Context: an optimization exercise on an open-source flow, tuned for small area, a short achievable clock period and few clock cycles. The choices shown serve that exercise and are no tape-out recipe.
The RTL was checked by simulation tests, not by an equivalence proof against the original design.

==> flow/design.v, too long to show whole: its modules and the start of the top module <==
// module nif_round: 36 lines
// module fp_add: 80 lines
// module fp_mul: 39 lines
// module mul24: 1017 lines
// module fp_div: 109 lines
// module fp_lt: 20 lines
// module ltt_calib: 279 lines
module ltt_calib (
    input  wire        clk,
    input  wire        rst,
    input  wire        start,
    input  wire [31:0] cal_a,
    input  wire [31:0] cal_b,
    input  wire [31:0] maxi,
    input  wire [31:0] intensity,
    input  wire [31:0] rext,
    output wire        ready,
    output reg         done,
    output reg  [7:0]  code,
    output reg  [1:0]  err
);
  // ...
==> flow/run.sh <==
#!/bin/bash
# synth_recipe.tcl (not shown) runs the flow's synth.tcl, then flattens the netlist and writes it again
# the make line also repeats each setting of config.mk as NAME=value (left out here)
make -C /OpenROAD-flow-scripts/flow DESIGN_CONFIG=/design/flow/config.mk WORK_HOME=/design/flow/orfs CLKGATE_MAP_FILE= SYNTH_SCRIPT=/design/flow/synth_recipe.tcl finish
==> flow/config.mk <==
export PLATFORM = sky130hd
export DESIGN_NAME = ltt_calib
export DESIGN_NICKNAME = ltt_calib
export VERILOG_FILES = /design/flow/design.v
export SDC_FILE = /design/flow/constraint.sdc
export NUM_CORES = 4
export LEC_CHECK = 0
export CAP_MARGIN = 20
export CORE_MARGIN = 2
export CORE_UTILIZATION = 40
export PLACE_DENSITY = 0.6
export SETUP_SLACK_MARGIN = 5
export SLEW_MARGIN = 20
==> flow/constraint.sdc <==
create_clock -name core_clock -period 22.0 [get_ports {clk}]
set_input_delay 4.4000 -clock core_clock [delete_from_list [all_inputs] [get_ports {clk}]]
set_output_delay 4.4000 -clock core_clock [all_outputs]
set_load 0.01 [all_outputs]
==> results.yml, run 1 <==
synth:
  synth-adder-area-share_pct: 20.3
  yosysSeqAreaShare_pct: 15.2
  synth_top_cells_by_count: "nand2_1 (824), inv_1 (820), a21oi_1 (742)"
  synth_edf_count: 174
  synth.top_cells.by_area: "fa_1 (10%), ha_1 (9.9%), dfxtp_1 (7.6%)"
  synth.distinct_cells: 112
  syn-num-nets: 10100
setup_path:
  critPathLaunch: "t1[1]"
  endpoint_kind: "register"
  r2r_start: "t1[1]"
  max_stage_delay_ps: 740
finish:
  regArea_um2: 10500
  seq_share_pct: 13.5
  largest_class: "multi-input combinational cells"
  final_area_um2: 77600
  antennaDiodeCount: 13
  final_cells: 11300
  area_delta_synth_final_pct: 13.1
  final-nonclk-buf-share_pct: 6.35
  clock_area_share_pct: 2.58
  drive_above_1_share_pct: 9.88
cts:
  post_cts_buffers: 38
  ctsHoldBuffers: 0
  root_buffer: "clkbuf_16"
flow_run:
  drv_cap: 0
routing:
  routed_wl_um: 346000
  top_layer: "met5"
sta:
  setup_tns_ps: 0
  fmax_mhz: 60.7
min_path:
  min_path_type: "reg2reg"
  hp-start: "u_div.qp[10]"
grt:
  grt_use_met2_pct: 57.0
  grt_max_degree: 189
run_status:
  status: "finished clean"
floorplan:
  io_pins: 175
  die_width_um: 418
placed_design:
  place_area_um2: 72800
  portBuffers: 174
Testbench counts, summed over its fixed seeds: cycles 45,368.
==> run 2: changes to the inputs <==
==> flow/flow/run.sh (new file) <==
#!/bin/bash
# The standard layout, with repair_timing aiming 8 ns below the clock period
# (a setup margin) so that the achieved period comes out shorter. The
# clock period and constraints are the design's.
set -euo pipefail
bash standard.sh SETUP_SLACK_MARGIN=8 finish > standard_flow.log 2>&1
==> flow/standard.sh (new file) <==
#!/bin/bash
# synth_recipe.tcl (not shown) runs the flow's synth.tcl, then flattens the netlist and writes it again
# the make line also repeats each setting of config.mk as NAME=value (left out here)
make -C /OpenROAD-flow-scripts/flow DESIGN_CONFIG=/design/flow/config.mk WORK_HOME=/design/flow/orfs CLKGATE_MAP_FILE= SYNTH_SCRIPT=/design/flow/synth_recipe.tcl "${@:-finish}"
--- a/flow/config.mk
+++ b/flow/config.mk
@@ -11,3 +11,2 @@
 export PLACE_DENSITY = 0.6
-export SETUP_SLACK_MARGIN = 5
 export SLEW_MARGIN = 20
removed: flow/run.sh
==> results.yml, run 2 <==
routing:
  routed_wl_um: 373000
  via_per_inst: 6.66
  firstDrtPassIters: 11
  drcViolationCount: 0
  ant_nets: 0
  drtIter0Drc: 12000
  wl_per_cell_um: 31.1
  route.vias.total: 79800
sta:
  setup_ws_ps: 5840
  setup_viol: 0
  fin_crit_ps: 16160
  min_period_over_period_pct: 73.5
  final-max-slew-violation-count: 0
  setup_tns_ps: 0
  skew_ps: 111
  rsz0062_at_grt: "true"
  hold_slack_ps: 334
  slew_headroom_pct: 7.89
  worst_pin_slew_ps: 1380
  fmax_mhz: 61.9
  hold_viol: 0
min_path:
  min_path_type: "reg2reg"
  min_to: "u_div.qn[18]"
  min_path_cells: 0
  hp-start: "u_div.qn[10]"
synth:
  ys.flop_type: "dfxtp_1"
  ys_ff_latch: 435
  synth.avg_cell_area_um2: 7.60
  synth_top_cell_by_area: "fa_1"
  synthesis.area_um2: 68600
  syn-num-nets: 10100
  yosys_warnings: 6
  synth_top_area_share_pct: 10.3
  synth_cells: 9026
  synthArstFlopShare_pct: 0
  synth.top_cells.by_area: "fa_1 (10%), ha_1 (9.9%), dfxtp_1 (7.6%)"
  synth.distinct_cells: 112
  yosysSeqAreaShare_pct: 15.2
  synth_top_cells_by_count: "nand2_1 (824), inv_1 (820), a21oi_1 (742)"
  synth_most_common_cell: "nand2_1"
  synth_edf_count: 174
finish:
  final_common_cell: "inv_1"
  fin_util_pct: 52.7
  drive_above_1_share_pct: 22.6
  final_cell_mix: "inv_1 (780), nand2_1 (775), buf_4 (667)"
  num-fill-cells: 15900
  finalNetCount: 10800
  final_area_um2: 89500
  regArea_um2: 10500
  multi_input_area_um2: 58900
  area_delta_synth_final_pct: 30.5
setup_path:
  rrSetupSlack_ps: 5840
  cp.buffers_inverters: 12
  cp_top_family: "compound AO/OA/AOI/OAI gates"
  worstPathArrival_ps: 16690
  cp_max_fo: 20
  cp_common_cell: "a21oi_1"
  r2r_start: "st[10]"
  max_stage_delay_ps: 460
  regToRegEndpoint: "lt"
  critPathLaunch: "st[10]"
  r2r_cells: 89
  endpoint_kind: "register"
  startpoint_type: "register"
  cp.required_ps: 22530
  slowest_stage: "or4_4"
  worstSetupPathType: "reg2reg"
cts:
  root_buffer: "clkbuf_16"
  clk_latency_ps: 760
  numCtsBuffers: 56
  cts_tree: "done"
  ctsHoldBuffers: 0
  cts.sinks: 435
  clock_path_buffers: 3
  cts_max_level: 2
  clk_pin_slew_worst_paths_ps: 70
grt:
  track_usage_pct: 40.4
  grt_pass1_vias: 74400
  grt_pass1_wl_um: 522000
  grt_max_degree: 72
  grt_overflow: 0
  antenna_found_initial: 17
floorplan:
  fp.dieArea_um2: 175000
  start_util_pct: 40.4
  die_width_um: 418
  die_h_um: 418
  core_area_um2: 170000
  io_pins: 175
  num_rows: 151
placed_design:
  place_ws_ps: 2410
  place_area_um2: 73300
  place_hpwl_um: 261000
  place_congestion: 1.10
  portBuffers: 174
run_status:
  status: "finished clean"
flow_run:
  drv_cap: 0
-- run 2: cell counts after synthesis --
Identical to the previous run, type by type.
-- run 2: cell families after synthesis --
family                   count (synthesis)  synth area share [%]
AO/OA/AOI/OAI                         2856                  27.3
adder cells (fa/ha/maj)                900                  20.3
multiplexers                           201                  3.12
AND/OR/NAND/NOR                       2584                  18.2
buffers and inverters                 1434                  8.02
flip-flops                             435                  15.2
XOR/XNOR                               616                  7.87
-- run 2: how the worst max path moves through the flow --
| stage | endpoint | slack [ps] | cells past startpoint |
|---|---|---|---|
| finish | lt | 5840 | 89 |
| CTS | lt | 6550 | 82 |
| global route | lt | 5430 | 91 |
| detailed placement | t2[1] | 2410 | 56 |
| floorplan | lt | 7530 | 87 |
| global placement | t2[1] | 2510 | 59 |
-- run 2: area by class of cell --
type,count,share of cell area (%)
multi-input combinational,7169,65.8
timing repair buffer,1197,13.6
sequential,435,11.7
inverter,838,3.64
tap,2218,3.10
clock buffer,81,1.75
clock inverter,25,0.319
antenna,17,0.0475
timing repair inverter,3,0.0363
-- run 2: metal layers --
layer,vias to the layer above,part of all wire [%],track usage (%)
met5,-,0.11,0
met4,20,8.4,25.5
met3,1555,13,12.2
met2,5893,41,59.6
met1,38400,37,51.1
li1,33900,-,-
-- run 2: what timing repair did --
action,4_1_cts,5_1_grt
setup endpoints to repair,257,256
buffers inserted,528,243
gates resized for setup,991,574
gates cloned,41,8
pin swaps,348,353
-- run 2: metrics by stage --
step           std cells
6_report           12000
5_1_grt            12000
4_1_cts            11700
3_5_place_dp       11000
3_3_place_gp       11000
2_1_floorplan       9026

[re-timing with driven ports]
The flow's constraints put no driver on any port. The routed layouts listed below were extracted and timed again, unchanged, in two steps.
Step 1 (the two cells are an assumption about what drives the block):
set clk [get_ports {clk}]
set_driving_cell -lib_cell sky130_fd_sc_hd__clkbuf_16 $clk
set_driving_cell -lib_cell sky130_fd_sc_hd__buf_2 [delete_from_list [all_inputs] $clk]
Step 2 adds t to the input delays and takes it off the output delays; t is the mean of the earliest and latest rising clock arrival at the registers after step 1. Input paths then give back, and output paths get back, about the clock's delay inside the block.
Slacks: ideal ports / drivers / drivers and shift; pairs: ideal ports / drivers.
run | t, ns | setup WS [ns] | hold WS [ns] | slew at the worst register clock pin (ns)
run 1 | 0.775 | 5.518 / 5.518 / 5.518 | 0.341 / 0.341 / 0.341 | 0.07 / 0.07
run 2 | 0.786 | 5.840 / 5.840 / 5.840 | 0.334 / 0.334 / 0.334 | 0.07 / 0.07
After both steps setup and hold are still met in every run listed.
